Source: an optimization exercise on an open RTL-to-GDS flow (aim: small area, a short achievable clock period and few clock cycles per item). Production flows keep margins and buffers that such runs may drop.
In this exercise RTL edits were held to simulation tests only and were not proved equivalent to the original.
Power and IR drop assume default switching activity.

### flow/run.sh
#!/bin/bash
# The standard layout, with these changes to how it is made:
#  - if flow/abc_area.script exists, ABC maps the logic with it
#  - the setup repair aims at the slack margin in flow/margin.txt
#  - the port buffers are sky130_fd_sc_hd__buf_1
# Registers, constraints and clock period are those of the standard flow.
set -euo pipefail
MARGIN=$(cat flow/margin.txt)
rm -rf scripts_x
cp -r "$FLOW_HOME/scripts" scripts_x
if [[ -f flow/abc_area.script ]]; then
  cp flow/abc_area.script scripts_x/abc_area.script
fi
bash standard.sh "SCRIPTS_DIR=$PWD/scripts_x" "SETUP_SLACK_MARGIN=$MARGIN" \
  "BUFFER_PORTS_ARGS=-buffer_cell sky130_fd_sc_hd__buf_1" finish > flow_make.log 2>&1
### standard.sh
#!/bin/bash
# synth_recipe.tcl (not shown) runs the flow's synth.tcl, then flattens the netlist and writes it again
# the make line also repeats each setting of config.mk as NAME=value (left out here)
make -C /OpenROAD-flow-scripts/flow DESIGN_CONFIG=/design/flow/config.mk WORK_HOME=/design/flow/orfs CLKGATE_MAP_FILE= SYNTH_SCRIPT=/design/flow/synth_recipe.tcl "${@:-finish}"
### config.mk
export PLATFORM = sky130hd
export DESIGN_NAME = curve_tangler
export DESIGN_NICKNAME = curve_tangler
export VERILOG_FILES = /design/flow/design.v
export SDC_FILE = /design/flow/constraint.sdc
export NUM_CORES = 4
export LEC_CHECK = 0
export ABC_AREA = 1
export CAP_MARGIN = 20
export CORE_MARGIN = 2
export CORE_UTILIZATION = 40
export GPL_ROUTABILITY_DRIVEN = 1
export GPL_TIMING_DRIVEN = 1
export PLACE_DENSITY = 0.6
export SLEW_MARGIN = 20
### design.v
module curve_tangler (
    input  wire        clk,
    input  wire        rst,         
    input  wire        cmd_valid,
    output wire        cmd_ready,
    input  wire [1:0]  cmd_op,
    input  wire [63:0] cmd_arg,
    output wire        rsp_valid,
    input  wire        rsp_ready,
    output wire [63:0] rsp_data
);
    reg  valid;
    assign cmd_ready = ~valid | rsp_ready;
    assign rsp_valid = valid;
    wire hil = cmd_op[1];
    wire det = cmd_op[0];
    wire ent = hil & ~det;           
    wire [31:0] ax = cmd_arg[63:32];
    wire [31:0] ay = cmd_arg[31:0];
    wire [31:0] u, s, lm01, lm10, lv0, lv1;
    genvar k;
    generate for (k = 0; k < 32; k = k + 1) begin : g_leaf
        assign u[k]    = det ? cmd_arg[2*k+1] : ax[k];
        assign s[k]    = det ? cmd_arg[2*k] : (ax[k] ^ ay[k]);
        assign lm01[k] = ent & s[k];
        assign lm10[k] = ent & ~s[k];
        assign lv0[k]  = hil & s[k] & u[k];
        assign lv1[k]  = hil & ~(s[k] | u[k]);
    end endgenerate
    wire gmc_1;
    assign gmc_1 = (lv0[31] ^ (lm01[30] & lv1[31]) ^ lv0[30]);
    wire gmp_2;
    assign gmp_2 = ((lm10[30] & lv0[31]) ^ lv1[31] ^ lv1[30]);
    wire gm_3;
    assign gm_3 = ~((lm01[28] & lm10[29]));
    wire gm_4;
    assign gm_4 = (lm01[29] ^ lm01[28]);
    wire gm_5;
    assign gm_5 = (lm10[28] ^ lm10[29]);
    wire gm_6;
    assign gm_6 = ~((lm10[28] & lm01[29]));
    wire gm_7;
    assign gm_7 = (lv0[29] ^ (lm01[28] & lv1[29]) ^ lv0[28]);
    wire gm_8;
    assign gm_8 = ((lm10[28] & lv0[29]) ^ lv1[29] ^ lv1[28]);
    wire gmc_9;
    assign gmc_9 = ((gm_3 & gmc_1) ^ (gm_4 & gmp_2) ^ gm_7);
    wire gmp_10;
    assign gmp_10 = ((gm_5 & gmc_1) ^ (gm_6 & gmp_2) ^ gm_8);
    wire gm_11;
    assign gm_11 = ~((lm01[26] & lm10[27]));
    wire gm_12;
    assign gm_12 = (lm01[27] ^ lm01[26]);
    wire gm_13;
    assign gm_13 = (lm10[26] ^ lm10[27]);
    wire gm_14;
    assign gm_14 = ~((lm10[26] & lm01[27]));
    wire gm_15;
    assign gm_15 = (lv0[27] ^ (lm01[26] & lv1[27]) ^ lv0[26]);
    wire gm_16;
    assign gm_16 = ((lm10[26] & lv0[27]) ^ lv1[27] ^ lv1[26]);
    wire gm_17;
    assign gm_17 = ~((lm01[24] & lm10[25]));
    wire gm_18;
    assign gm_18 = (lm01[25] ^ lm01[24]);
    wire gm_19;
    assign gm_19 = (lm10[24] ^ lm10[25]);
    wire gm_20;
    assign gm_20 = ~((lm10[24] & lm01[25]));
    wire gm_21;
    assign gm_21 = (lv0[25] ^ (lm01[24] & lv1[25]) ^ lv0[24]);
    wire gm_22;
    assign gm_22 = ((lm10[24] & lv0[25]) ^ lv1[25] ^ lv1[24]);
    wire gm_23;
    assign gm_23 = ((gm_17 & gm_11) ^ (gm_18 & gm_13));
    wire gm_24;
    assign gm_24 = ((gm_17 & gm_12) ^ (gm_18 & gm_14));
    wire gm_25;
    assign gm_25 = ((gm_19 & gm_11) ^ (gm_20 & gm_13));
    wire gm_26;
    assign gm_26 = ((gm_19 & gm_12) ^ (gm_20 & gm_14));
    wire gm_27;
    assign gm_27 = ((gm_17 & gm_15) ^ (gm_18 & gm_16) ^ gm_21);
    wire gm_28;
    assign gm_28 = ((gm_19 & gm_15) ^ (gm_20 & gm_16) ^ gm_22);
    wire gm_29;
    assign gm_29 = ~((lm01[22] & lm10[23]));
    wire gm_30;
    assign gm_30 = (lm01[23] ^ lm01[22]);
    wire gm_31;
    assign gm_31 = (lm10[22] ^ lm10[23]);
    wire gm_32;
    assign gm_32 = ~((lm10[22] & lm01[23]));
    wire gm_33;
    assign gm_33 = (lv0[23] ^ (lm01[22] & lv1[23]) ^ lv0[22]);
    wire gm_34;
    assign gm_34 = ((lm10[22] & lv0[23]) ^ lv1[23] ^ lv1[22]);
    wire gm_35;
    assign gm_35 = ~((lm01[20] & lm10[21]));
    wire gm_36;
    assign gm_36 = (lm01[21] ^ lm01[20]);
    wire gm_37;
    assign gm_37 = (lm10[20] ^ lm10[21]);
    wire gm_38;
    assign gm_38 = ~((lm10[20] & lm01[21]));
    wire gm_39;
    assign gm_39 = (lv0[21] ^ (lm01[20] & lv1[21]) ^ lv0[20]);
    wire gm_40;
    assign gm_40 = ((lm10[20] & lv0[21]) ^ lv1[21] ^ lv1[20]);
    wire gm_41;
    assign gm_41 = ((gm_35 & gm_29) ^ (gm_36 & gm_31));
    wire gm_42;
    assign gm_42 = ((gm_35 & gm_30) ^ (gm_36 & gm_32));
    wire gm_43;
    assign gm_43 = ((gm_37 & gm_29) ^ (gm_38 & gm_31));
    wire gm_44;
    assign gm_44 = ((gm_37 & gm_30) ^ (gm_38 & gm_32));
    wire gm_45;
    assign gm_45 = ((gm_35 & gm_33) ^ (gm_36 & gm_34) ^ gm_39);
    wire gm_46;
    assign gm_46 = ((gm_37 & gm_33) ^ (gm_38 & gm_34) ^ gm_40);
    wire gm_47;
    assign gm_47 = ~((lm01[18] & lm10[19]));
    wire gm_48;
    assign gm_48 = (lm01[19] ^ lm01[18]);
    wire gm_49;
    assign gm_49 = (lm10[18] ^ lm10[19]);
    wire gm_50;
    assign gm_50 = ~((lm10[18] & lm01[19]));
    wire gm_51;
    assign gm_51 = (lv0[19] ^ (lm01[18] & lv1[19]) ^ lv0[18]);
    wire gm_52;
    assign gm_52 = ((lm10[18] & lv0[19]) ^ lv1[19] ^ lv1[18]);
    wire gm_53;
    assign gm_53 = ~((lm01[16] & lm10[17]));
    wire gm_54;
    assign gm_54 = (lm01[17] ^ lm01[16]);
    wire gm_55;
    assign gm_55 = (lm10[16] ^ lm10[17]);
    wire gm_56;
    assign gm_56 = ~((lm10[16] & lm01[17]));
    wire gm_57;
    assign gm_57 = (lv0[17] ^ (lm01[16] & lv1[17]) ^ lv0[16]);
    wire gm_58;
    assign gm_58 = ((lm10[16] & lv0[17]) ^ lv1[17] ^ lv1[16]);
    wire gm_59;
    assign gm_59 = ((gm_53 & gm_47) ^ (gm_54 & gm_49));
    wire gm_60;
    assign gm_60 = ((gm_53 & gm_48) ^ (gm_54 & gm_50));
    wire gm_61;
    assign gm_61 = ((gm_55 & gm_47) ^ (gm_56 & gm_49));
    wire gm_62;
    assign gm_62 = ((gm_55 & gm_48) ^ (gm_56 & gm_50));
    wire gm_63;
    assign gm_63 = ((gm_53 & gm_51) ^ (gm_54 & gm_52) ^ gm_57);
    wire gm_64;
    assign gm_64 = ((gm_55 & gm_51) ^ (gm_56 & gm_52) ^ gm_58);
    wire gm_65;
    assign gm_65 = ~((lm01[14] & lm10[15]));
    wire gm_66;
    assign gm_66 = (lm01[15] ^ lm01[14]);
    wire gm_67;
    assign gm_67 = (lm10[14] ^ lm10[15]);
    wire gm_68;
    assign gm_68 = ~((lm10[14] & lm01[15]));
    wire gm_69;
    assign gm_69 = (lv0[15] ^ (lm01[14] & lv1[15]) ^ lv0[14]);
    wire gm_70;
    assign gm_70 = ((lm10[14] & lv0[15]) ^ lv1[15] ^ lv1[14]);
    wire gm_71;
    assign gm_71 = ~((lm01[12] & lm10[13]));
    wire gm_72;
    assign gm_72 = (lm01[13] ^ lm01[12]);
    wire gm_73;
    assign gm_73 = (lm10[12] ^ lm10[13]);
    wire gm_74;
    assign gm_74 = ~((lm10[12] & lm01[13]));
    wire gm_75;
    assign gm_75 = (lv0[13] ^ (lm01[12] & lv1[13]) ^ lv0[12]);
    wire gm_76;
    assign gm_76 = ((lm10[12] & lv0[13]) ^ lv1[13] ^ lv1[12]);
    wire gm_77;
    assign gm_77 = ((gm_71 & gm_65) ^ (gm_72 & gm_67));
    wire gm_78;
    assign gm_78 = ((gm_71 & gm_66) ^ (gm_72 & gm_68));
    wire gm_79;
    assign gm_79 = ((gm_73 & gm_65) ^ (gm_74 & gm_67));
    wire gm_80;
    assign gm_80 = ((gm_73 & gm_66) ^ (gm_74 & gm_68));
    wire gm_81;
    assign gm_81 = ((gm_71 & gm_69) ^ (gm_72 & gm_70) ^ gm_75);
    wire gm_82;
    assign gm_82 = ((gm_73 & gm_69) ^ (gm_74 & gm_70) ^ gm_76);
    wire gm_83;
    assign gm_83 = ~((lm01[10] & lm10[11]));
    wire gm_84;
    assign gm_84 = (lm01[11] ^ lm01[10]);
    wire gm_85;
    assign gm_85 = (lm10[10] ^ lm10[11]);
    wire gm_86;
    assign gm_86 = ~((lm10[10] & lm01[11]));
    wire gm_87;
    assign gm_87 = (lv0[11] ^ (lm01[10] & lv1[11]) ^ lv0[10]);
    wire gm_88;
    assign gm_88 = ((lm10[10] & lv0[11]) ^ lv1[11] ^ lv1[10]);
    wire gm_89;
    assign gm_89 = ~((lm01[8] & lm10[9]));
    wire gm_90;
    assign gm_90 = (lm01[9] ^ lm01[8]);
    wire gm_91;
    assign gm_91 = (lm10[8] ^ lm10[9]);
    wire gm_92;
    assign gm_92 = ~((lm10[8] & lm01[9]));
    wire gm_93;
    assign gm_93 = (lv0[9] ^ (lm01[8] & lv1[9]) ^ lv0[8]);
    wire gm_94;
    assign gm_94 = ((lm10[8] & lv0[9]) ^ lv1[9] ^ lv1[8]);
    wire gm_95;
    assign gm_95 = ((gm_89 & gm_83) ^ (gm_90 & gm_85));
    wire gm_96;
    assign gm_96 = ((gm_89 & gm_84) ^ (gm_90 & gm_86));
    wire gm_97;
    assign gm_97 = ((gm_91 & gm_83) ^ (gm_92 & gm_85));
    wire gm_98;
    assign gm_98 = ((gm_91 & gm_84) ^ (gm_92 & gm_86));
    wire gm_99;
    assign gm_99 = ((gm_89 & gm_87) ^ (gm_90 & gm_88) ^ gm_93);
    wire gm_100;
    assign gm_100 = ((gm_91 & gm_87) ^ (gm_92 & gm_88) ^ gm_94);
    wire gm_101;
    assign gm_101 = ~((lm01[6] & lm10[7]));
    wire gm_102;
    assign gm_102 = (lm01[7] ^ lm01[6]);
    wire gm_103;
    assign gm_103 = (lm10[6] ^ lm10[7]);
    wire gm_104;
    assign gm_104 = ~((lm10[6] & lm01[7]));
    wire gm_105;
    assign gm_105 = (lv0[7] ^ (lm01[6] & lv1[7]) ^ lv0[6]);
    wire gm_106;
    assign gm_106 = ((lm10[6] & lv0[7]) ^ lv1[7] ^ lv1[6]);
    wire gm_107;
    assign gm_107 = ~((lm01[4] & lm10[5]));
    wire gm_108;
    assign gm_108 = (lm01[5] ^ lm01[4]);
    wire gm_109;
    assign gm_109 = (lm10[4] ^ lm10[5]);
    wire gm_110;
    assign gm_110 = ~((lm10[4] & lm01[5]));
    wire gm_111;
    assign gm_111 = (lv0[5] ^ (lm01[4] & lv1[5]) ^ lv0[4]);
    wire gm_112;
    assign gm_112 = ((lm10[4] & lv0[5]) ^ lv1[5] ^ lv1[4]);
    wire gm_113;
    assign gm_113 = ((gm_107 & gm_101) ^ (gm_108 & gm_103));
    wire gm_114;
    assign gm_114 = ((gm_107 & gm_102) ^ (gm_108 & gm_104));
    wire gm_115;
    assign gm_115 = ((gm_109 & gm_101) ^ (gm_110 & gm_103));
    wire gm_116;
    assign gm_116 = ((gm_109 & gm_102) ^ (gm_110 & gm_104));
    wire gm_117;
    assign gm_117 = ((gm_107 & gm_105) ^ (gm_108 & gm_106) ^ gm_111);
    wire gm_118;
    assign gm_118 = ((gm_109 & gm_105) ^ (gm_110 & gm_106) ^ gm_112);
    wire gm_119;
    assign gm_119 = ~((lm01[2] & lm10[3]));
    wire gm_120;
    assign gm_120 = (lm01[3] ^ lm01[2]);
    wire gm_121;
    assign gm_121 = (lm10[2] ^ lm10[3]);
    wire gm_122;
    assign gm_122 = ~((lm10[2] & lm01[3]));
    wire gm_123;
    assign gm_123 = (lv0[3] ^ (lm01[2] & lv1[3]) ^ lv0[2]);
    wire gm_124;
    assign gm_124 = ((lm10[2] & lv0[3]) ^ lv1[3] ^ lv1[2]);
    wire gm_125;
    assign gm_125 = ~((lm01[0] & lm10[1]));
    wire gm_126;
    assign gm_126 = (lm01[1] ^ lm01[0]);
    wire gm_127;
    assign gm_127 = (lm10[0] ^ lm10[1]);
    wire gm_128;
    assign gm_128 = ~((lm10[0] & lm01[1]));
    wire gm_129;
    assign gm_129 = (lv0[1] ^ (lm01[0] & lv1[1]) ^ lv0[0]);
    wire gm_130;
    assign gm_130 = ((lm10[0] & lv0[1]) ^ lv1[1] ^ lv1[0]);
    wire gm_131;
    assign gm_131 = ((gm_125 & gm_119) ^ (gm_126 & gm_121));
    wire gm_132;
    assign gm_132 = ((gm_125 & gm_120) ^ (gm_126 & gm_122));
    wire gm_133;
    assign gm_133 = ((gm_127 & gm_119) ^ (gm_128 & gm_121));
    wire gm_134;
    assign gm_134 = ((gm_127 & gm_120) ^ (gm_128 & gm_122));
    wire gm_135;
    assign gm_135 = ((gm_125 & gm_123) ^ (gm_126 & gm_124) ^ gm_129);
    wire gm_136;
    assign gm_136 = ((gm_127 & gm_123) ^ (gm_128 & gm_124) ^ gm_130);
    wire skc_137;
    assign skc_137 = ((gm_23 & gmc_9) ^ (gm_24 & gmp_10) ^ gm_27);
    wire skp_138;
    assign skp_138 = ((gm_25 & gmc_9) ^ (gm_26 & gmp_10) ^ gm_28);
    wire sk_139;
    assign sk_139 = ((gm_59 & gm_41) ^ (gm_60 & gm_43));
    wire sk_140;
    assign sk_140 = ((gm_59 & gm_42) ^ (gm_60 & gm_44));
    wire sk_141;
    assign sk_141 = ((gm_61 & gm_41) ^ (gm_62 & gm_43));
    wire sk_142;
    assign sk_142 = ((gm_61 & gm_42) ^ (gm_62 & gm_44));
    wire sk_143;
    assign sk_143 = ((gm_59 & gm_45) ^ (gm_60 & gm_46) ^ gm_63);
    wire sk_144;
    assign sk_144 = ((gm_61 & gm_45) ^ (gm_62 & gm_46) ^ gm_64);
    wire sk_145;
    assign sk_145 = ((gm_95 & gm_77) ^ (gm_96 & gm_79));
    wire sk_146;
    assign sk_146 = ((gm_95 & gm_78) ^ (gm_96 & gm_80));
    wire sk_147;
    assign sk_147 = ((gm_97 & gm_77) ^ (gm_98 & gm_79));
    wire sk_148;
    assign sk_148 = ((gm_97 & gm_78) ^ (gm_98 & gm_80));
    wire sk_149;
    assign sk_149 = ((gm_95 & gm_81) ^ (gm_96 & gm_82) ^ gm_99);
    wire sk_150;
    assign sk_150 = ((gm_97 & gm_81) ^ (gm_98 & gm_82) ^ gm_100);
    wire sk_151;
    assign sk_151 = ((gm_131 & gm_113) ^ (gm_132 & gm_115));
    wire sk_152;
    assign sk_152 = ((gm_131 & gm_114) ^ (gm_132 & gm_116));
    wire sk_153;
    assign sk_153 = ((gm_133 & gm_113) ^ (gm_134 & gm_115));
    wire sk_154;
    assign sk_154 = ((gm_133 & gm_114) ^ (gm_134 & gm_116));
    wire sk_155;
    assign sk_155 = ((gm_131 & gm_117) ^ (gm_132 & gm_118) ^ gm_135);
    wire sk_156;
    assign sk_156 = ((gm_133 & gm_117) ^ (gm_134 & gm_118) ^ gm_136);
    wire skc_157;
    assign skc_157 = ((gm_41 & skc_137) ^ (gm_42 & skp_138) ^ gm_45);
    wire skp_158;
    assign skp_158 = ((gm_43 & skc_137) ^ (gm_44 & skp_138) ^ gm_46);
    wire skc_159;
    assign skc_159 = ((sk_139 & skc_137) ^ (sk_140 & skp_138) ^ sk_143);
    wire skp_160;
    assign skp_160 = ((sk_141 & skc_137) ^ (sk_142 & skp_138) ^ sk_144);
    wire sk_161;
    assign sk_161 = ((gm_113 & sk_145) ^ (gm_114 & sk_147));
    wire sk_162;
    assign sk_162 = ((gm_113 & sk_146) ^ (gm_114 & sk_148));
    wire sk_163;
    assign sk_163 = ((gm_115 & sk_145) ^ (gm_116 & sk_147));
    wire sk_164;
    assign sk_164 = ((gm_115 & sk_146) ^ (gm_116 & sk_148));
    wire sk_165;
    assign sk_165 = ((gm_113 & sk_149) ^ (gm_114 & sk_150) ^ gm_117);
    wire sk_166;
    assign sk_166 = ((gm_115 & sk_149) ^ (gm_116 & sk_150) ^ gm_118);
    wire sk_167;
    assign sk_167 = ((sk_151 & sk_145) ^ (sk_152 & sk_147));
    wire sk_168;
    assign sk_168 = ((sk_151 & sk_146) ^ (sk_152 & sk_148));
    wire sk_169;
    assign sk_169 = ((sk_153 & sk_145) ^ (sk_154 & sk_147));
    wire sk_170;
    assign sk_170 = ((sk_153 & sk_146) ^ (sk_154 & sk_148));
    wire sk_171;
    assign sk_171 = ((sk_151 & sk_149) ^ (sk_152 & sk_150) ^ sk_155);
    wire sk_172;
    assign sk_172 = ((sk_153 & sk_149) ^ (sk_154 & sk_150) ^ sk_156);
    wire skc_173;
    assign skc_173 = ((gm_77 & skc_159) ^ (gm_78 & skp_160) ^ gm_81);
    wire skp_174;
    assign skp_174 = ((gm_79 & skc_159) ^ (gm_80 & skp_160) ^ gm_82);
    wire skc_175;
    assign skc_175 = ((sk_145 & skc_159) ^ (sk_146 & skp_160) ^ sk_149);
    wire skp_176;
    assign skp_176 = ((sk_147 & skc_159) ^ (sk_148 & skp_160) ^ sk_150);
    wire skc_177;
    assign skc_177 = ((sk_161 & skc_159) ^ (sk_162 & skp_160) ^ sk_165);
    wire skp_178;
    assign skp_178 = ((sk_163 & skc_159) ^ (sk_164 & skp_160) ^ sk_166);
    wire skc_179;
    assign skc_179 = ((sk_167 & skc_159) ^ (sk_168 & skp_160) ^ sk_171);
    wire skp_180;
    assign skp_180 = ((sk_169 & skc_159) ^ (sk_170 & skp_160) ^ sk_172);
    wire [6:0] n_c, n_p;
    assign n_c[6] = gmc_9;
    assign n_p[6] = gmp_10;
    assign n_c[5] = skc_137;
    assign n_p[5] = skp_138;
    assign n_c[4] = skc_157;
    assign n_p[4] = skp_158;
    assign n_c[3] = skc_159;
    assign n_p[3] = skp_160;
    assign n_c[2] = skc_173;
    assign n_p[2] = skp_174;
    assign n_c[1] = skc_175;
    assign n_p[1] = skp_176;
    assign n_c[0] = skc_177;
    assign n_p[0] = skp_178;
    wire [31:0] tau;
    assign tau[31] = 1'b0;
    wire tq_181;
    assign tq_181 = (s[30] ? lv1[31] : lv0[31]);
    assign tau[30] = tq_181;
    wire lwc_182;
    assign lwc_182 = (lv0[31] ^ (lm01[30] & lv1[31]) ^ lv0[30]);
    wire lwp_183;
    assign lwp_183 = ((lm10[30] & lv0[31]) ^ lv1[31] ^ lv1[30]);
    wire tq_184;
    assign tq_184 = (s[29] ? lwp_183 : lwc_182);
    assign tau[29] = tq_184;
    wire lwc_185;
    assign lwc_185 = (lwc_182 ^ (lm01[29] & lwp_183) ^ lv0[29]);
    wire lwp_186;
    assign lwp_186 = ((lm10[29] & lwc_182) ^ lwp_183 ^ lv1[29]);
    wire tq_187;
    assign tq_187 = (s[28] ? lwp_186 : lwc_185);
    assign tau[28] = tq_187;
    assign tau[27] = 1'b0;
    wire tq_188;
    assign tq_188 = (s[26] ? lv1[27] : lv0[27]);
    assign tau[26] = tq_188;
    wire lwc_189;
    assign lwc_189 = (lv0[27] ^ (lm01[26] & lv1[27]) ^ lv0[26]);
    wire lwp_190;
    assign lwp_190 = ((lm10[26] & lv0[27]) ^ lv1[27] ^ lv1[26]);
    wire tq_191;
    assign tq_191 = (s[25] ? lwp_190 : lwc_189);
    assign tau[25] = tq_191;
    wire lwc_192;
    assign lwc_192 = (lwc_189 ^ (lm01[25] & lwp_190) ^ lv0[25]);
    wire lwp_193;
    assign lwp_193 = ((lm10[25] & lwc_189) ^ lwp_190 ^ lv1[25]);
    wire tq_194;
    assign tq_194 = (s[24] ? lwp_193 : lwc_192);
    assign tau[24] = tq_194;
    assign tau[23] = 1'b0;
    wire tq_195;
    assign tq_195 = (s[22] ? lv1[23] : lv0[23]);
    assign tau[22] = tq_195;
    wire lwc_196;
    assign lwc_196 = (lv0[23] ^ (lm01[22] & lv1[23]) ^ lv0[22]);
    wire lwp_197;
    assign lwp_197 = ((lm10[22] & lv0[23]) ^ lv1[23] ^ lv1[22]);
    wire tq_198;
    assign tq_198 = (s[21] ? lwp_197 : lwc_196);
    assign tau[21] = tq_198;
    wire lwc_199;
    assign lwc_199 = (lwc_196 ^ (lm01[21] & lwp_197) ^ lv0[21]);
    wire lwp_200;
    assign lwp_200 = ((lm10[21] & lwc_196) ^ lwp_197 ^ lv1[21]);
    wire tq_201;
    assign tq_201 = (s[20] ? lwp_200 : lwc_199);
    assign tau[20] = tq_201;
    assign tau[19] = 1'b0;
    wire tq_202;
    assign tq_202 = (s[18] ? lv1[19] : lv0[19]);
    assign tau[18] = tq_202;
    wire lwc_203;
    assign lwc_203 = (lv0[19] ^ (lm01[18] & lv1[19]) ^ lv0[18]);
    wire lwp_204;
    assign lwp_204 = ((lm10[18] & lv0[19]) ^ lv1[19] ^ lv1[18]);
    wire tq_205;
    assign tq_205 = (s[17] ? lwp_204 : lwc_203);
    assign tau[17] = tq_205;
    wire lwc_206;
    assign lwc_206 = (lwc_203 ^ (lm01[17] & lwp_204) ^ lv0[17]);
    wire lwp_207;
    assign lwp_207 = ((lm10[17] & lwc_203) ^ lwp_204 ^ lv1[17]);
    wire tq_208;
    assign tq_208 = (s[16] ? lwp_207 : lwc_206);
    assign tau[16] = tq_208;
    assign tau[15] = 1'b0;
    wire tq_209;
    assign tq_209 = (s[14] ? lv1[15] : lv0[15]);
    assign tau[14] = tq_209;
    wire lwc_210;
    assign lwc_210 = (lv0[15] ^ (lm01[14] & lv1[15]) ^ lv0[14]);
    wire lwp_211;
    assign lwp_211 = ((lm10[14] & lv0[15]) ^ lv1[15] ^ lv1[14]);
    wire tq_212;
    assign tq_212 = (s[13] ? lwp_211 : lwc_210);
    assign tau[13] = tq_212;
    wire lwc_213;
    assign lwc_213 = (lwc_210 ^ (lm01[13] & lwp_211) ^ lv0[13]);
    wire lwp_214;
    assign lwp_214 = ((lm10[13] & lwc_210) ^ lwp_211 ^ lv1[13]);
    wire tq_215;
    assign tq_215 = (s[12] ? lwp_214 : lwc_213);
    assign tau[12] = tq_215;
    assign tau[11] = 1'b0;
    wire tq_216;
    assign tq_216 = (s[10] ? lv1[11] : lv0[11]);
    assign tau[10] = tq_216;
    wire lwc_217;
    assign lwc_217 = (lv0[11] ^ (lm01[10] & lv1[11]) ^ lv0[10]);
    wire lwp_218;
    assign lwp_218 = ((lm10[10] & lv0[11]) ^ lv1[11] ^ lv1[10]);
    wire tq_219;
    assign tq_219 = (s[9] ? lwp_218 : lwc_217);
    assign tau[9] = tq_219;
    wire lwc_220;
    assign lwc_220 = (lwc_217 ^ (lm01[9] & lwp_218) ^ lv0[9]);
    wire lwp_221;
    assign lwp_221 = ((lm10[9] & lwc_217) ^ lwp_218 ^ lv1[9]);
    wire tq_222;
    assign tq_222 = (s[8] ? lwp_221 : lwc_220);
    assign tau[8] = tq_222;
    assign tau[7] = 1'b0;
    wire tq_223;
    assign tq_223 = (s[6] ? lv1[7] : lv0[7]);
    assign tau[6] = tq_223;
    wire lwc_224;
    assign lwc_224 = (lv0[7] ^ (lm01[6] & lv1[7]) ^ lv0[6]);
    wire lwp_225;
    assign lwp_225 = ((lm10[6] & lv0[7]) ^ lv1[7] ^ lv1[6]);
    wire tq_226;
    assign tq_226 = (s[5] ? lwp_225 : lwc_224);
    assign tau[5] = tq_226;
    wire lwc_227;
    assign lwc_227 = (lwc_224 ^ (lm01[5] & lwp_225) ^ lv0[5]);
    wire lwp_228;
    assign lwp_228 = ((lm10[5] & lwc_224) ^ lwp_225 ^ lv1[5]);
    wire tq_229;
    assign tq_229 = (s[4] ? lwp_228 : lwc_227);
    assign tau[4] = tq_229;
    assign tau[3] = 1'b0;
    wire tq_230;
    assign tq_230 = (s[2] ? lv1[3] : lv0[3]);
    assign tau[2] = tq_230;
    wire lwc_231;
    assign lwc_231 = (lv0[3] ^ (lm01[2] & lv1[3]) ^ lv0[2]);
    wire lwp_232;
    assign lwp_232 = ((lm10[2] & lv0[3]) ^ lv1[3] ^ lv1[2]);
    wire tq_233;
    assign tq_233 = (s[1] ? lwp_232 : lwc_231);
    assign tau[1] = tq_233;
    wire lwc_234;
    assign lwc_234 = (lwc_231 ^ (lm01[1] & lwp_232) ^ lv0[1]);
    wire lwp_235;
    assign lwp_235 = ((lm10[1] & lwc_231) ^ lwp_232 ^ lv1[1]);
    wire tq_236;
    assign tq_236 = (s[0] ? lwp_235 : lwc_234);
    assign tau[0] = tq_236;
    wire [31:0] n_o, n_m;
    generate for (k = 0; k < 32; k = k + 1) begin : g_pre
        assign n_o[k] = hil ? (u[k] ^ tau[k]) : (det ? cmd_arg[2*k] : ay[k]);
        assign n_m[k] = hil ? s[k] : (det ? (cmd_arg[2*k+1] ^ cmd_arg[2*k]) : ax[k]);
    end endgenerate
    reg         r_ent, r_det;
    reg  [31:0] r_o, r_m;
    reg  [6:0] r_c, r_p;
    always @(posedge clk) begin
        if (rst)
            valid <= 1'b0;
        else if (cmd_ready)
            valid <= cmd_valid;
        if (cmd_ready) begin
            r_ent <= ent;
            r_det <= det;
            r_o   <= n_o;
            r_m   <= n_m;
            r_c   <= n_c;
            r_p   <= n_p;
        end
    end
    wire [31:0] fo;
    assign fo[31] = r_o[31];
    assign fo[30] = r_o[30];
    assign fo[29] = r_o[29];
    assign fo[28] = r_o[28];
    wire qq_237;
    assign qq_237 = ((~r_m[27] & r_c[6]) ^ (r_m[27] & r_p[6]));
    assign fo[27] = r_o[27] ^ qq_237;
    wire lf_238;
    assign lf_238 = (r_m[26] ^ (r_m[27] & ~r_m[26]));
    wire lf_239;
    assign lf_239 = (~r_m[26] ^ (~r_m[27] & r_m[26]));
    wire lf_240;
    assign lf_240 = (r_ent ? lf_239 : ~r_m[26]);
    wire lf_241;
    assign lf_241 = (r_ent ? lf_238 : r_m[26]);
    wire qq_242;
    assign qq_242 = ((lf_240 & r_c[6]) ^ (lf_241 & r_p[6]));
    assign fo[26] = r_o[26] ^ qq_242;
    wire lf_243;
    assign lf_243 = (r_m[25] ^ (r_m[26] & ~r_m[25]));
    wire lf_244;
    assign lf_244 = (~r_m[25] ^ (~r_m[26] & r_m[25]));
    wire lf_245;
    assign lf_245 = (lf_243 ^ (r_m[27] & lf_244));
    wire lf_246;
    assign lf_246 = (lf_244 ^ (~r_m[27] & lf_243));
    wire lf_247;
    assign lf_247 = (r_ent ? lf_246 : ~r_m[25]);
    wire lf_248;
    assign lf_248 = (r_ent ? lf_245 : r_m[25]);
    wire qq_249;
    assign qq_249 = ((lf_247 & r_c[6]) ^ (lf_248 & r_p[6]));
    assign fo[25] = r_o[25] ^ qq_249;
    wire lf_250;
    assign lf_250 = (r_m[24] ^ (r_m[25] & ~r_m[24]));
    wire lf_251;
    assign lf_251 = (~r_m[24] ^ (~r_m[25] & r_m[24]));
    wire lf_252;
    assign lf_252 = (lf_250 ^ (r_m[26] & lf_251));
    wire lf_253;
    assign lf_253 = (lf_251 ^ (~r_m[26] & lf_250));
    wire lf_254;
    assign lf_254 = (lf_252 ^ (r_m[27] & lf_253));
    wire lf_255;
    assign lf_255 = (lf_253 ^ (~r_m[27] & lf_252));
    wire lf_256;
    assign lf_256 = (r_ent ? lf_255 : ~r_m[24]);
    wire lf_257;
    assign lf_257 = (r_ent ? lf_254 : r_m[24]);
    wire qq_258;
    assign qq_258 = ((lf_256 & r_c[6]) ^ (lf_257 & r_p[6]));
    assign fo[24] = r_o[24] ^ qq_258;
    wire qq_259;
    assign qq_259 = ((~r_m[23] & r_c[5]) ^ (r_m[23] & r_p[5]));
    assign fo[23] = r_o[23] ^ qq_259;
    wire lf_260;
    assign lf_260 = (r_m[22] ^ (r_m[23] & ~r_m[22]));
    wire lf_261;
    assign lf_261 = (~r_m[22] ^ (~r_m[23] & r_m[22]));
    wire lf_262;
    assign lf_262 = (r_ent ? lf_261 : ~r_m[22]);
    wire lf_263;
    assign lf_263 = (r_ent ? lf_260 : r_m[22]);
    wire qq_264;
    assign qq_264 = ((lf_262 & r_c[5]) ^ (lf_263 & r_p[5]));
    assign fo[22] = r_o[22] ^ qq_264;
    wire lf_265;
    assign lf_265 = (r_m[21] ^ (r_m[22] & ~r_m[21]));
    wire lf_266;
    assign lf_266 = (~r_m[21] ^ (~r_m[22] & r_m[21]));
    wire lf_267;
    assign lf_267 = (lf_265 ^ (r_m[23] & lf_266));
    wire lf_268;
    assign lf_268 = (lf_266 ^ (~r_m[23] & lf_265));
    wire lf_269;
    assign lf_269 = (r_ent ? lf_268 : ~r_m[21]);
    wire lf_270;
    assign lf_270 = (r_ent ? lf_267 : r_m[21]);
    wire qq_271;
    assign qq_271 = ((lf_269 & r_c[5]) ^ (lf_270 & r_p[5]));
    assign fo[21] = r_o[21] ^ qq_271;
    wire lf_272;
    assign lf_272 = (r_m[20] ^ (r_m[21] & ~r_m[20]));
    wire lf_273;
    assign lf_273 = (~r_m[20] ^ (~r_m[21] & r_m[20]));
    wire lf_274;
    assign lf_274 = (lf_272 ^ (r_m[22] & lf_273));
    wire lf_275;
    assign lf_275 = (lf_273 ^ (~r_m[22] & lf_272));
    wire lf_276;
    assign lf_276 = (lf_274 ^ (r_m[23] & lf_275));
    wire lf_277;
    assign lf_277 = (lf_275 ^ (~r_m[23] & lf_274));
    wire lf_278;
    assign lf_278 = (r_ent ? lf_277 : ~r_m[20]);
    wire lf_279;
    assign lf_279 = (r_ent ? lf_276 : r_m[20]);
    wire qq_280;
    assign qq_280 = ((lf_278 & r_c[5]) ^ (lf_279 & r_p[5]));
    assign fo[20] = r_o[20] ^ qq_280;
    wire qq_281;
    assign qq_281 = ((~r_m[19] & r_c[4]) ^ (r_m[19] & r_p[4]));
    assign fo[19] = r_o[19] ^ qq_281;
    wire lf_282;
    assign lf_282 = (r_m[18] ^ (r_m[19] & ~r_m[18]));
    wire lf_283;
    assign lf_283 = (~r_m[18] ^ (~r_m[19] & r_m[18]));
    wire lf_284;
    assign lf_284 = (r_ent ? lf_283 : ~r_m[18]);
    wire lf_285;
    assign lf_285 = (r_ent ? lf_282 : r_m[18]);
    wire qq_286;
    assign qq_286 = ((lf_284 & r_c[4]) ^ (lf_285 & r_p[4]));
    assign fo[18] = r_o[18] ^ qq_286;
    wire lf_287;
    assign lf_287 = (r_m[17] ^ (r_m[18] & ~r_m[17]));
    wire lf_288;
    assign lf_288 = (~r_m[17] ^ (~r_m[18] & r_m[17]));
    wire lf_289;
    assign lf_289 = (lf_287 ^ (r_m[19] & lf_288));
    wire lf_290;
    assign lf_290 = (lf_288 ^ (~r_m[19] & lf_287));
    wire lf_291;
    assign lf_291 = (r_ent ? lf_290 : ~r_m[17]);
    wire lf_292;
    assign lf_292 = (r_ent ? lf_289 : r_m[17]);
    wire qq_293;
    assign qq_293 = ((lf_291 & r_c[4]) ^ (lf_292 & r_p[4]));
    assign fo[17] = r_o[17] ^ qq_293;
    wire lf_294;
    assign lf_294 = (r_m[16] ^ (r_m[17] & ~r_m[16]));
    wire lf_295;
    assign lf_295 = (~r_m[16] ^ (~r_m[17] & r_m[16]));
    wire lf_296;
    assign lf_296 = (lf_294 ^ (r_m[18] & lf_295));
    wire lf_297;
    assign lf_297 = (lf_295 ^ (~r_m[18] & lf_294));
    wire lf_298;
    assign lf_298 = (lf_296 ^ (r_m[19] & lf_297));
    wire lf_299;
    assign lf_299 = (lf_297 ^ (~r_m[19] & lf_296));
    wire lf_300;
    assign lf_300 = (r_ent ? lf_299 : ~r_m[16]);
    wire lf_301;
    assign lf_301 = (r_ent ? lf_298 : r_m[16]);
    wire qq_302;
    assign qq_302 = ((lf_300 & r_c[4]) ^ (lf_301 & r_p[4]));
    assign fo[16] = r_o[16] ^ qq_302;
    wire qq_303;
    assign qq_303 = ((~r_m[15] & r_c[3]) ^ (r_m[15] & r_p[3]));
    assign fo[15] = r_o[15] ^ qq_303;
    wire lf_304;
    assign lf_304 = (r_m[14] ^ (r_m[15] & ~r_m[14]));
    wire lf_305;
    assign lf_305 = (~r_m[14] ^ (~r_m[15] & r_m[14]));
    wire lf_306;
    assign lf_306 = (r_ent ? lf_305 : ~r_m[14]);
    wire lf_307;
    assign lf_307 = (r_ent ? lf_304 : r_m[14]);
    wire qq_308;
    assign qq_308 = ((lf_306 & r_c[3]) ^ (lf_307 & r_p[3]));
    assign fo[14] = r_o[14] ^ qq_308;
    wire lf_309;
    assign lf_309 = (r_m[13] ^ (r_m[14] & ~r_m[13]));
    wire lf_310;
    assign lf_310 = (~r_m[13] ^ (~r_m[14] & r_m[13]));
    wire lf_311;
    assign lf_311 = (lf_309 ^ (r_m[15] & lf_310));
    wire lf_312;
    assign lf_312 = (lf_310 ^ (~r_m[15] & lf_309));
    wire lf_313;
    assign lf_313 = (r_ent ? lf_312 : ~r_m[13]);
    wire lf_314;
    assign lf_314 = (r_ent ? lf_311 : r_m[13]);
    wire qq_315;
    assign qq_315 = ((lf_313 & r_c[3]) ^ (lf_314 & r_p[3]));
    assign fo[13] = r_o[13] ^ qq_315;
    wire lf_316;
    assign lf_316 = (r_m[12] ^ (r_m[13] & ~r_m[12]));
    wire lf_317;
    assign lf_317 = (~r_m[12] ^ (~r_m[13] & r_m[12]));
    wire lf_318;
    assign lf_318 = (lf_316 ^ (r_m[14] & lf_317));
    wire lf_319;
    assign lf_319 = (lf_317 ^ (~r_m[14] & lf_316));
    wire lf_320;
    assign lf_320 = (lf_318 ^ (r_m[15] & lf_319));
    wire lf_321;
    assign lf_321 = (lf_319 ^ (~r_m[15] & lf_318));
    wire lf_322;
    assign lf_322 = (r_ent ? lf_321 : ~r_m[12]);
    wire lf_323;
    assign lf_323 = (r_ent ? lf_320 : r_m[12]);
    wire qq_324;
    assign qq_324 = ((lf_322 & r_c[3]) ^ (lf_323 & r_p[3]));
    assign fo[12] = r_o[12] ^ qq_324;
    wire qq_325;
    assign qq_325 = ((~r_m[11] & r_c[2]) ^ (r_m[11] & r_p[2]));
    assign fo[11] = r_o[11] ^ qq_325;
    wire lf_326;
    assign lf_326 = (r_m[10] ^ (r_m[11] & ~r_m[10]));
    wire lf_327;
    assign lf_327 = (~r_m[10] ^ (~r_m[11] & r_m[10]));
    wire lf_328;
    assign lf_328 = (r_ent ? lf_327 : ~r_m[10]);
    wire lf_329;
    assign lf_329 = (r_ent ? lf_326 : r_m[10]);
    wire qq_330;
    assign qq_330 = ((lf_328 & r_c[2]) ^ (lf_329 & r_p[2]));
    assign fo[10] = r_o[10] ^ qq_330;
    wire lf_331;
    assign lf_331 = (r_m[9] ^ (r_m[10] & ~r_m[9]));
    wire lf_332;
    assign lf_332 = (~r_m[9] ^ (~r_m[10] & r_m[9]));
    wire lf_333;
    assign lf_333 = (lf_331 ^ (r_m[11] & lf_332));
    wire lf_334;
    assign lf_334 = (lf_332 ^ (~r_m[11] & lf_331));
    wire lf_335;
    assign lf_335 = (r_ent ? lf_334 : ~r_m[9]);
    wire lf_336;
    assign lf_336 = (r_ent ? lf_333 : r_m[9]);
    wire qq_337;
    assign qq_337 = ((lf_335 & r_c[2]) ^ (lf_336 & r_p[2]));
    assign fo[9] = r_o[9] ^ qq_337;
    wire lf_338;
    assign lf_338 = (r_m[8] ^ (r_m[9] & ~r_m[8]));
    wire lf_339;
    assign lf_339 = (~r_m[8] ^ (~r_m[9] & r_m[8]));
    wire lf_340;
    assign lf_340 = (lf_338 ^ (r_m[10] & lf_339));
    wire lf_341;
    assign lf_341 = (lf_339 ^ (~r_m[10] & lf_338));
    wire lf_342;
    assign lf_342 = (lf_340 ^ (r_m[11] & lf_341));
    wire lf_343;
    assign lf_343 = (lf_341 ^ (~r_m[11] & lf_340));
    wire lf_344;
    assign lf_344 = (r_ent ? lf_343 : ~r_m[8]);
    wire lf_345;
    assign lf_345 = (r_ent ? lf_342 : r_m[8]);
    wire qq_346;
    assign qq_346 = ((lf_344 & r_c[2]) ^ (lf_345 & r_p[2]));
    assign fo[8] = r_o[8] ^ qq_346;
    wire qq_347;
    assign qq_347 = ((~r_m[7] & r_c[1]) ^ (r_m[7] & r_p[1]));
    assign fo[7] = r_o[7] ^ qq_347;
    wire lf_348;
    assign lf_348 = (r_m[6] ^ (r_m[7] & ~r_m[6]));
    wire lf_349;
    assign lf_349 = (~r_m[6] ^ (~r_m[7] & r_m[6]));
    wire lf_350;
    assign lf_350 = (r_ent ? lf_349 : ~r_m[6]);
    wire lf_351;
    assign lf_351 = (r_ent ? lf_348 : r_m[6]);
    wire qq_352;
    assign qq_352 = ((lf_350 & r_c[1]) ^ (lf_351 & r_p[1]));
    assign fo[6] = r_o[6] ^ qq_352;
    wire lf_353;
    assign lf_353 = (r_m[5] ^ (r_m[6] & ~r_m[5]));
    wire lf_354;
    assign lf_354 = (~r_m[5] ^ (~r_m[6] & r_m[5]));
    wire lf_355;
    assign lf_355 = (lf_353 ^ (r_m[7] & lf_354));
    wire lf_356;
    assign lf_356 = (lf_354 ^ (~r_m[7] & lf_353));
    wire lf_357;
    assign lf_357 = (r_ent ? lf_356 : ~r_m[5]);
    wire lf_358;
    assign lf_358 = (r_ent ? lf_355 : r_m[5]);
    wire qq_359;
    assign qq_359 = ((lf_357 & r_c[1]) ^ (lf_358 & r_p[1]));
    assign fo[5] = r_o[5] ^ qq_359;
    wire lf_360;
    assign lf_360 = (r_m[4] ^ (r_m[5] & ~r_m[4]));
    wire lf_361;
    assign lf_361 = (~r_m[4] ^ (~r_m[5] & r_m[4]));
    wire lf_362;
    assign lf_362 = (lf_360 ^ (r_m[6] & lf_361));
    wire lf_363;
    assign lf_363 = (lf_361 ^ (~r_m[6] & lf_360));
    wire lf_364;
    assign lf_364 = (lf_362 ^ (r_m[7] & lf_363));
    wire lf_365;
    assign lf_365 = (lf_363 ^ (~r_m[7] & lf_362));
    wire lf_366;
    assign lf_366 = (r_ent ? lf_365 : ~r_m[4]);
    wire lf_367;
    assign lf_367 = (r_ent ? lf_364 : r_m[4]);
    wire qq_368;
    assign qq_368 = ((lf_366 & r_c[1]) ^ (lf_367 & r_p[1]));
    assign fo[4] = r_o[4] ^ qq_368;
    wire qq_369;
    assign qq_369 = ((~r_m[3] & r_c[0]) ^ (r_m[3] & r_p[0]));
    assign fo[3] = r_o[3] ^ qq_369;
    wire lf_370;
    assign lf_370 = (r_m[2] ^ (r_m[3] & ~r_m[2]));
    wire lf_371;
    assign lf_371 = (~r_m[2] ^ (~r_m[3] & r_m[2]));
    wire lf_372;
    assign lf_372 = (r_ent ? lf_371 : ~r_m[2]);
    wire lf_373;
    assign lf_373 = (r_ent ? lf_370 : r_m[2]);
    wire qq_374;
    assign qq_374 = ((lf_372 & r_c[0]) ^ (lf_373 & r_p[0]));
    assign fo[2] = r_o[2] ^ qq_374;
    wire lf_375;
    assign lf_375 = (r_m[1] ^ (r_m[2] & ~r_m[1]));
    wire lf_376;
    assign lf_376 = (~r_m[1] ^ (~r_m[2] & r_m[1]));
    wire lf_377;
    assign lf_377 = (lf_375 ^ (r_m[3] & lf_376));
    wire lf_378;
    assign lf_378 = (lf_376 ^ (~r_m[3] & lf_375));
    wire lf_379;
    assign lf_379 = (r_ent ? lf_378 : ~r_m[1]);
    wire lf_380;
    assign lf_380 = (r_ent ? lf_377 : r_m[1]);
    wire qq_381;
    assign qq_381 = ((lf_379 & r_c[0]) ^ (lf_380 & r_p[0]));
    assign fo[1] = r_o[1] ^ qq_381;
    wire lf_382;
    assign lf_382 = (r_m[0] ^ (r_m[1] & ~r_m[0]));
    wire lf_383;
    assign lf_383 = (~r_m[0] ^ (~r_m[1] & r_m[0]));
    wire lf_384;
    assign lf_384 = (lf_382 ^ (r_m[2] & lf_383));
    wire lf_385;
    assign lf_385 = (lf_383 ^ (~r_m[2] & lf_382));
    wire lf_386;
    assign lf_386 = (lf_384 ^ (r_m[3] & lf_385));
    wire lf_387;
    assign lf_387 = (lf_385 ^ (~r_m[3] & lf_384));
    wire lf_388;
    assign lf_388 = (r_ent ? lf_387 : ~r_m[0]);
    wire lf_389;
    assign lf_389 = (r_ent ? lf_386 : r_m[0]);
    wire qq_390;
    assign qq_390 = ((lf_388 & r_c[0]) ^ (lf_389 & r_p[0]));
    assign fo[0] = r_o[0] ^ qq_390;
    wire [63:0] ent_res, det_res;
    generate for (k = 0; k < 32; k = k + 1) begin : g_res
        assign ent_res[2*k+1] = fo[k];
        assign ent_res[2*k]   = r_m[k];
        assign det_res[32+k]  = fo[k];
        assign det_res[k]     = fo[k] ^ r_m[k];
    end endgenerate
    assign rsp_data = r_det ? det_res : ent_res;
endmodule
### flow/margin.txt
5
### constraint.sdc
create_clock -name core_clock -period 10.0 [get_ports {clk}]
set_input_delay 2.0000 -clock core_clock [delete_from_list [all_inputs] [get_ports {clk}]]
set_output_delay 2.0000 -clock core_clock [all_outputs]
set_load 0.01 [all_outputs]
==> results.toml, run 1 <==
[worst_setup_path]
setup.worst_path.end_class = "output pin"
required_ns = 8.00
crit_start = "r_m[14]"
worstReg2RegStart = "valid"
cp_max_fo = 8
arrival_ns = 2.78
path_class = "reg2out"
critPathLaunchType = "flip-flop"

[clock_network]
cts_tree = "done"
cts-root-buf = "clkbuf_16"
postCtsHoldBufs = 0
numCtsBuffers = 9
insertion_delay_ns = 0.33
cts_buffer_depth = 2
cts.htree.levels = 3
clock_sinks = 81
path_clk_slew_ns = 0.07

[detailed_routing]
drtAntennaViolNets = 0
vias_per_cell = 5.23
post_drt_wl_per_cell_um = 16.1
vias = 13300
drc_errors = 0
routed_wirelength_mm = 40.8
drt_iter0_drc = 1354
first_pass_iters = 5

[min_path]
hold_start = "valid"
hp-class = "reg2reg"

[timing]
max_freq_mhz = 209
setup_tns_ns = 0
rsz0062_at_grt = "no"
worst_slack_ns = 5.22
min_period_ns = 4.78
setup_violations = 0
slew_viol_final = 0
skew_ns = 0.0137
finalHoldViolations = 0
tightest_slew_ns = 0.952
post-route-period-util_pct = 47.8
slew_headroom_pct = 36.5

[synth]
yosys_register_bits = 81
yosysWarnings = 1
yosysTopAreaCell = "edfxtp_1"
async_flop_share_pct = 0
ys.flop_type = "edfxtp_1"
synth.area.top_cells = "edfxtp_1 (20%), nand2_1 (20%), o21ai_0 (8.2%)"
syn_area_mm2 = 0.0121
synth_enable_flop_cells = 80
netlist.area_leader.share_pct = 19.9
ys_seq_area_share_pct = 20.0
syn-num-nets = 2108
yosysUniqueCellTypes = 52
synth_area_per_cell_um2 = 5.93
synthCells = 2038

[grt]
grt_pass1_wl_mm = 61.6
grt_pass1_vias = 11600
antenna_found_initial = 1
grt-ovfl-total = 0
grt_usage_pct = 24.6
grt_max_degree = 80

[placed_design]
gp_congestion = 0.898
io_buffer_count = 135
dpl.hpwl_mm = 31.1
post-place-ws_ns = 3.40
placed_area_mm2 = 0.0127

[die]
io_pins = 136
num_rows = 63
die_h_um = 178
fp.dieW_um = 178
core_mm2 = 0.0297
start_util_pct = 40.7
dieArea_mm2 = 0.0316

[cells_and_area]
multi_input_area_mm2 = 0.00844
ff_latch_area_mm2 = 0.00242
drive_above_1_share_pct = 10.3
num-fill-cells = 3234
fin_nets = 2217
n_antenna_cell = 0
finalInstanceArea_mm2 = 0.0137
syn_to_final_growth_pct = 13.2

[pwr]
p_leak_nw = 6.62
irDropWorstVdd_v = 0.0000970
powerDensity_mw_per_mm2 = 156
totalPowerFinal_mw = 2.13

[status]
run_status = "timing/DRC/antenna clean"

[job]
maxCapViolCount = 0
cell type report:
class                           count  share of cell area [%]
Tap cell                          390                    3.57
Inverter                          284                    8.11
Sequential cell                    81                    17.7
Multi-Input combinational cell   1603                    61.7
Timing Repair Buffer              165                    6.45
Clock buffer                        9                    1.65
Timing Repair inverter              3                   0.284
Clock inverter                      7                   0.567
critical path, cell delays in order, from the launching register on:
cell	delay [ns]
edfxtp_1	0.55
nor2_1	0.19
inv_1	0.08
o21ai_0	0.36
o21ai_0	0.15
nand3_1	0.10
nand3_1	0.08
xnor2_1	0.14
xnor2_1	0.25
nand2_1	0.12
o21ai_0	0.23
buf_1	0.18
metrics by stage:
stage / util [%] / hold WS [ns] / instances
floorplan: - / 1.12 / 2038
global placement: 42.9 / 0.555 / 2498
detailed placement: 42.9 / 0.565 / 2498
CTS: 44.3 / 0.585 / 2518
global route: 46.0 / 0.594 / 2542
finish: 46.0 / 0.579 / 2542
layer usage:
layer | routed length, um | GRT usage [%] | vias up | share of wire [%]
li1 | - | - | 6785 | -
met1 | 19300 | 36.2 | 6021 | 47
met2 | 17900 | 38.6 | 426 | 44
met3 | 2530 | 1.46 | 55 | 6.2
met4 | 1110 | 7.58 | 0 | 2.7
met5 | 0 | 0 | - | 0
synthesized netlist by cell type, types with 7 or more instances:
library cell,count
nand2_1,637
inv_1,252
o21ai_0,197
nand3_1,178
nor2_1,133
xor2_1,88
a21oi_1,87
edfxtp_1,80
xnor2_1,73
nand2_2,43
clkbuf_1,41
inv_2,29
nor3_1,17
nor2_2,16
nand3_2,15
o22ai_1,12
mux2i_1,11
o21ai_1,11
nand4_1,10
o221ai_1,10
buf_4,9
buf_6,9
o211ai_1,7
placed cells by master (no fill, tap or decap), drive strengths merged, types with 10 or more instances in the layout:
cell type and n:
clkbuf 13, nor2 155, inv 286, nand2 683, nor3 18, nand3 193
o22ai 12, xor2 94, buf 161, a21oi 89, mux2i 11, xnor2 73
o221ai 10, edfxtp 80, o21ai 214, nand4 10
logic make-up (layout without fill, tap and decap cells):
group / after synthesis / in the layout / synth area share, %
compound gates: 353 / 353 / 16.1
simple gates: 1070 / 1071 / 38.3
buf+inv: 355 / 468 / 12.1
mux: 12 / 12 / 1.00
flops: 81 / 81 / 20.0
xor+xnor: 167 / 167 / 12.5
flip-flops by register name, indices dropped and copies added, names as in the netlist:
name   count
r_p        7
r_det      1
r_c        7
r_o       32
r_ent      1
valid      1
r_m       32
where the power goes:
group / switching, mW / leakage (nW) / internal [mW]
clock: 0.135 / 0.148 / 0.196
combinational: 0.836 / 5.62 / 0.436
sequential: 0.0734 / 0.855 / 0.459
path summary, 6_finish.rpt:
kind,slack [ns],cells past startpoint,end
worst min register to register,0.58,1,r_m[21]
worst max register to register,8.39,2,r_m[15]
worst min-delay path,0.58,1,r_m[21]
worst max-delay path,5.22,11,rsp_data[12]
what timing repair did:
action,CTS,global route
cloned,2,7
endpoints found under the setup margin,62,12
hold endpoints to repair,0,0
gates resized for setup,19,59
pin swaps,1,14
setup buffers,2,17
Testbench counts, summed over its fixed seeds: cycles 8,008, items 8,000.
==> run 2, diff against run 1 <==
==> flow/margin.txt (replaced) <==
4.95
--- a/config.mk
+++ b/config.mk
@@ -15 +15,2 @@
 export SLEW_MARGIN = 20
+export TNS_END_PERCENT = 0
==> run 2 against run 1 <==
  * Register-to-register slack worse by 0.07 ns
  * Power down 2.0%
  * Maximum frequency down 0.98%
  * Critical path depth rose by 15
  * Sequential power barely moved
  * Non-clock buffer count fell by 16
  * Count of clock-buffer cells in the layout stayed put
  * Core utilization down 0.99 points
  * First-iteration DRC count decreased by 7.7%
  * Final cell count shrank 0.67%
  * Critical endpoint is now r_p[1]
  * Largest power group unchanged
  * Highest routed layer unchanged
==> results.toml, run 2 <==
[detailed_routing]
drtAntennaViolNets = 0
wl_met3_mm = 2.61
routed_wirelength_mm = 40.9
post_drt_wl_per_cell_um = 16.2
vias = 13200
wl_met2_mm = 17.9
vias_per_cell = 5.24
drt_iter0_drc = 1250
m1WireLength_mm = 19.2
drc_errors = 0
highest_layer = "met4"
first_pass_iters = 6

[synth]
yosys_register_bits = 81
synth_enable_flop_cells = 80
netlist.area_leader.share_pct = 19.9
ys.flop_type = "edfxtp_1"
post-synth-top-count-cell = "nand2_1"
synth.area.top_cells = "edfxtp_1 (20%), nand2_1 (20%), o21ai_0 (8.2%)"
synth_commonest_cells = "nand2_1 (637), inv_1 (252), o21ai_0 (197)"
yosysWarnings = 1
syn-num-nets = 2108
syn_area_mm2 = 0.0121
yosysTopAreaCell = "edfxtp_1"
ys_seq_area_share_pct = 20.0
synth_area_per_cell_um2 = 5.93
synthCells = 2038
yosysUniqueCellTypes = 52
async_flop_share_pct = 0

[min_path]
min_to = "valid"
min_path_cells = 2
hp-class = "reg2reg"
hold_start = "valid"

[timing]
slew_viol_final = 0
slew_headroom_pct = 47.6
skew_ns = 0.00730
worst_slack_ns = 5.18
rsz0062_at_grt = "yes"
post-route-period-util_pct = 48.2
min_period_ns = 4.82
tightest_slew_ns = 0.784
finalHoldViolations = 0
setup_violations = 0
max_freq_mhz = 207
setup_tns_ns = 0

[cells_and_area]
drive_above_1_share_pct = 8.34
num-fill-cells = 3180
n_antenna_cell = 0
final_common_cell = "nand2_1"
fin_nets = 2200
syn_to_final_growth_pct = 10.7
mostFrequentLayoutCells = "nand2_1 (635), inv_1 (252), o21ai_0 (197), nand3_1 (176), buf_1 (133)"
reg.largest.list = "r_m (32), r_o (32)"

[clock_network]
clock_sinks = 81
cts-root-buf = "clkbuf_16"
postCtsHoldBufs = 0
cts_buffer_depth = 2
insertion_delay_ns = 0.33
cts_tree = "done"
numCtsBuffers = 9
cts.htree.levels = 3
path_clk_slew_ns = 0.06

[status]
run_status = "timing/DRC/antenna clean"

[placed_design]
dpl.hpwl_mm = 31.5
gp_congestion = 0.929
post-place-ws_ns = 3.56
io_buffer_count = 135

[die]
die_h_um = 178
io_pins = 136
dieArea_mm2 = 0.0316
start_util_pct = 40.7
core_mm2 = 0.0297
num_rows = 63
fp.dieW_um = 178

[worst_setup_path]
ff2ff_path_depth = 2
path_delay_family = "simple AND/OR/NAND/NOR gates"
rrSetupSlack_ns = 8.32
slowest_stage = "buf_16"
arrival_ns = 4.91
slowest_delay_ns = 0.24
cp_max_fo = 36
required_ns = 10.09
setup.worst_path.end_class = "flip-flop"
worst_path_most_repeated_cell = "nand2_1"
r2r_end = "r_o[11]"
path_class = "in2reg"
critPathLaunchType = "primary input"
path_buf_inv = 3
worstReg2RegStart = "valid"

[pwr]
powerDensity_mw_per_mm2 = 156
p_leak_nw = 6.49
irDropWorstVdd_v = 0.0000906

[grt]
grt-ovfl-total = 0
grt_pass1_vias = 11600
antenna_found_initial = 0
grt_pass1_wl_mm = 61.4
grt_usage_pct = 24.8
grt_max_degree = 84

[job]
maxCapViolCount = 0
==> run 2: changes by cell type in the layout (fill, tap and decap cells not counted), sizes merged <==
cell | before | now
buf | 161 | 146
bufinv | 1 | 0
clkbuf | 13 | 12
clkinv | 7 | 5
clkinvlp | 0 | 2
==> run 2: area by class of cell <==
class                   instances  area (um^2)  share of cell area (%)
clock buffers                   9          225                    1.68
clock inverters                 7         52.6                   0.393
inverters                     284         1120                    8.38
multi-input cells            1603         8270                    61.8
flip-flops and latches         81         2420                    18.1
well taps                     390          488                    3.65
repair buffers                149          783                    5.85
repair inverters                2         22.5                   0.168
==> run 2: worst max-delay path by stage <==
| stage | startpoint | endpoint | slack [ns] | depth (start not counted) |
|---|---|---|---|---|
| finish | cmd_op[0] | r_p[1] | 5.18 | 26 |
| global route | cmd_op[1] | r_p[2] | 4.84 | 28 |
| CTS | cmd_op[1] | r_p[2] | 4.70 | 26 |
| detailed placement | cmd_op[1] | r_p[2] | 3.56 | 27 |
| global placement | cmd_op[1] | r_p[1] | 3.72 | 24 |
| floorplan | rsp_ready | cmd_ready | 4.96 | 2 |
==> run 2: worst register-to-register path: stages, from the launching register on <==
cell and delay (ns):
dfxtp_1 0.33, nand2_4 0.41, buf_4 0.57
==> run 2: where the power goes <==
group / switching (mW) / leakage, nW / internal (mW)
logic: 0.836 / 5.50 / 0.427
registers: 0.0700 / 0.855 / 0.459
clock network: 0.130 / 0.132 / 0.170
total: 1.04 / 6.49 / 1.06
==> run 2: cell families after synthesis <==
| logic type | Yosys count | synth area share (%) |
|---|---|---|
| AND/OR/NAND/NOR | 1070 | 38.3 |
| flip-flops | 81 | 20.0 |
| buffers and inverters | 355 | 12.1 |
| AO/OA/AOI/OAI | 353 | 16.1 |
| XOR/XNOR | 167 | 12.5 |
| multiplexers | 12 | 1.00 |
==> run 2: repair_timing <==
item | CTS | global route
setup buffers | 2 | 3
pin swaps | 1 | 1
gates resized for setup | 9 | 42
cloned | 1 | 5
endpoints found under the setup margin | 58 | 22
==> run 2: through the flow <==
| step | instances | hold WS, ns | utilization [%] | power (mW) | area, um^2 |
|---|---|---|---|---|---|
| 2_1_floorplan | 2038 | 1.52 | - | 1.40 | 12100 |
| 3_3_place_gp | 2498 | 0.912 | 42.9 | 1.75 | 12700 |
| 3_5_place_dp | 2498 | 0.926 | 42.9 | 1.76 | 12700 |
| 4_1_cts | 2517 | 0.935 | 44.0 | 2.07 | 13100 |
| 5_1_grt | 2525 | 1.01 | 45.0 | 2.28 | 13400 |
| 6_report | 2525 | 0.903 | 45.0 | 2.09 | 13400 |
==> run 2: layer usage <==
| metal | global-route usage [%] | up-vias |
|---|---|---|
| met5 | 0 | - |
| met4 | 8.64 | 0 |
| met3 | 2.19 | 46 |
| met2 | 39.3 | 459 |
| met1 | 35.3 | 5979 |
| li1 | - | 6746 |
==> run 3, diff against run 2 <==
--- a/config.mk
+++ b/config.mk
@@ -15,2 +15,2 @@
 export SLEW_MARGIN = 20
-export TNS_END_PERCENT = 0
+export TNS_END_PERCENT = 20
==> run 3 against run 2 <==
  * Count of clock-buffer cells in the layout unchanged
  * Sequential cell count unchanged
  * Wire length up 1.9%
  * Setup slack worse by 0.033 ns
  * Clock skew down 0.00099 ns
  * Synthesized cell count unchanged
  * Critical path depth down 15
  * Sequential power about the same
  * Design area up 0.72%
  * Maximum frequency down 0.69%
  * Critical endpoint is now rsp_data[16]
==> results.toml, run 3 <==
[status]
run_status = "timing/DRC/antenna clean"

[timing]
min_period_ns = 4.86
finalHoldViolations = 0
slew_viol_final = 0
rsz0062_at_grt = "yes"
slew_headroom_pct = 47.6
setup_tns_ns = 0
worst_slack_ns = 5.14
tightest_slew_ns = 0.785
hold_slack_ns = 0.901
setup_violations = 0
max_freq_mhz = 206
skew_ns = 0.00631
post-route-period-util_pct = 48.6

[pwr]
powerDensity_mw_per_mm2 = 156
p_comb_share_pct = 60.5
pwr-share-seq_pct = 25.2
p_switching_mw = 1.04
sw_frac_of_total_pct = 49.6
p_leak_nw = 6.54
clkPwrFrac_pct = 14.4
irDropWorstVdd_v = 0.0000909
p_int_mw = 1.06

[detailed_routing]
post_drt_wl_per_cell_um = 16.5
vias_per_cell = 5.27
vias = 13300
drc_errors = 0
routed_wirelength_mm = 41.7
first_pass_iters = 6
drt_iter0_drc = 1282
drtAntennaViolNets = 0

[worst_setup_path]
critPathLaunchType = "flip-flop"
path_class = "reg2out"
setup.worst_path.end_class = "output pin"
required_ns = 8.00
cp_max_fo = 8
arrival_ns = 2.86

[grt]
grt_pass1_vias = 11600
grt_pass1_wl_mm = 61.5
grt-ovfl-total = 0
antenna_found_initial = 0
grt_max_degree = 84
grt_usage_pct = 24.8

[cells_and_area]
finalInstanceArea_mm2 = 0.0135
fin_nets = 2207
syn_to_final_growth_pct = 11.5
reg.largest.list = "r_m (32), r_o (32)"
mostFrequentLayoutCells = "nand2_1 (634), inv_1 (252), o21ai_0 (197), nand3_1 (176), buf_1 (133)"
drive_above_1_share_pct = 8.73
n_antenna_cell = 0
num-fill-cells = 3177
final_common_cell = "nand2_1"

[synth]
async_flop_share_pct = 0
synthCells = 2038
syn_area_mm2 = 0.0121
yosys_register_bits = 81
synth_commonest_cells = "nand2_1 (637), inv_1 (252), o21ai_0 (197)"
post-synth-top-count-cell = "nand2_1"
synth_area_per_cell_um2 = 5.93
synth_enable_flop_cells = 80
synth.area.top_cells = "edfxtp_1 (20%), nand2_1 (20%), o21ai_0 (8.2%)"
ys_seq_area_share_pct = 20.0
yosysTopAreaCell = "edfxtp_1"
yosysUniqueCellTypes = 52
syn-num-nets = 2108
yosysWarnings = 1
netlist.area_leader.share_pct = 19.9
ys.flop_type = "edfxtp_1"

[min_path]
hp-class = "reg2reg"

[clock_network]
postCtsHoldBufs = 0
cts_buffer_depth = 2
cts-root-buf = "clkbuf_16"
insertion_delay_ns = 0.33
numCtsBuffers = 9
cts.htree.levels = 3
clock_sinks = 81
path_clk_slew_ns = 0.06
cts_tree = "done"

[die]
die_h_um = 178
fp.dieW_um = 178
io_pins = 136
start_util_pct = 40.7
dieArea_mm2 = 0.0316
core_mm2 = 0.0297
num_rows = 63

[placed_design]
dpl.hpwl_mm = 31.5
io_buffer_count = 135
post-place-ws_ns = 3.56
gp_congestion = 0.929
placed_area_mm2 = 0.0127

[job]
maxCapViolCount = 0
run 3: cell counts after synthesis:
No cell type changed its count.
run 3: cell type report:
cell class / instances / area (um^2) / area share, %
Clock buffer: 9 / 225 / 1.67
Clock inverter: 7 / 52.6 / 0.390
Inverter: 284 / 1130 / 8.35
Multi-Input combinational cell: 1603 / 8270 / 61.4
Sequential cell: 81 / 2420 / 18.0
Tap cell: 390 / 488 / 3.62
Timing Repair Buffer: 156 / 871 / 6.46
Timing Repair inverter: 2 / 22.5 / 0.167
run 3: metal layers:
layer / GRT usage [%] / up-vias / wire length, um
met5: 0 / - / 0
met4: 8.85 / 0 / 1210
met3: 2.19 / 52 / 2570
met2: 39.2 / 472 / 18300
met1: 35.3 / 6048 / 19700
li1: - / 6761 / -
run 3: metrics by stage:
stage	util (%)	power, mW	instances
floorplan	-	1.40	2038
detailed placement	42.9	1.76	2498
CTS	44.1	2.07	2517
finish	45.4	2.10	2532
global route	45.4	2.28	2532
global placement	42.9	1.75	2498
run 3: path summary, 6_finish.rpt:
check / start / endpoint / slack (ns) / depth (start not counted)
hold reg to reg: valid / valid / 0.90 / 2
setup reg to reg: valid / r_o[11] / 8.32 / 2
setup / recovery: r_m[17] / rsp_data[16] / 5.14 / 11
hold / removal: valid / valid / 0.90 / 2
run 3: repair_timing:
action                     4_1_cts  5_1_grt
gates cloned                     1        7
resized for setup               17       35
setup endpoints to repair       58       18
setup buffers                    2        8
hold endpoints to repair         0        0
pin swaps                        1        2
run 3: kinds of logic (layout without fill, tap and decap cells):
logic type / after synthesis / count (layout) / share of synthesized area [%]
compound gates: 353 / 353 / 16.1
buf+inv: 355 / 458 / 12.1
simple gates: 1070 / 1071 / 38.3
flops: 81 / 81 / 20.0
xor+xnor: 167 / 167 / 12.5
mux: 12 / 12 / 1.00
run 3: power groups by stage:
stage / Sequential, mW / Combinational (mW) / Clock [mW]
after floorplan: 0.496 / 0.908 / 0
after global placement: 0.538 / 1.21 / 0
after detailed placement: 0.538 / 1.22 / 0
after CTS: 0.530 / 1.23 / 0.309
after global routing: 0.536 / 1.42 / 0.323
final: 0.529 / 1.27 / 0.301
run 3: worst max-delay path, stage by stage, from the launching register on:
cell	delay [ns]
edfxtp_1	0.54
nor2_1	0.18
inv_1	0.06
o21ai_0	0.34
o21ai_0	0.13
nand3_1	0.10
nand3_1	0.08
xnor2_1	0.18
xor2_1	0.38
xor2_1	0.10
o21ai_0	0.24
buf_1	0.19

==> separate check: timing with driven ports <==
The results above use ideal ports. As a check the final layouts listed here were re-extracted and re-timed, cells and wires unchanged. Step 1 assumes that a clkbuf_16 drives the clock port and a buf_2 every other input. Step 2 moves the port delays by t, midway between the first and last clock arrival at a register: inputs arrive t later, outputs are due t later. That takes back most of the time a late clock gives input paths. Three values: ideal ports, drivers, drivers and shift; two values: the first two.
run | t (ns) | setup slack, ns | worst setup path at the end
run 1 | 0.371 | 5.223 / 5.132 / 4.761 | input to register
run 2 | 0.370 | 5.176 / 5.125 / 4.755 | input to register
run 3 | 0.375 | 5.142 / 5.098 / 4.741 | input to register
After both steps every run listed still meets setup and hold. For run 1, which loses most, drivers alone change the setup slack by -0.091 ns; drivers and shift together by -0.462 ns.
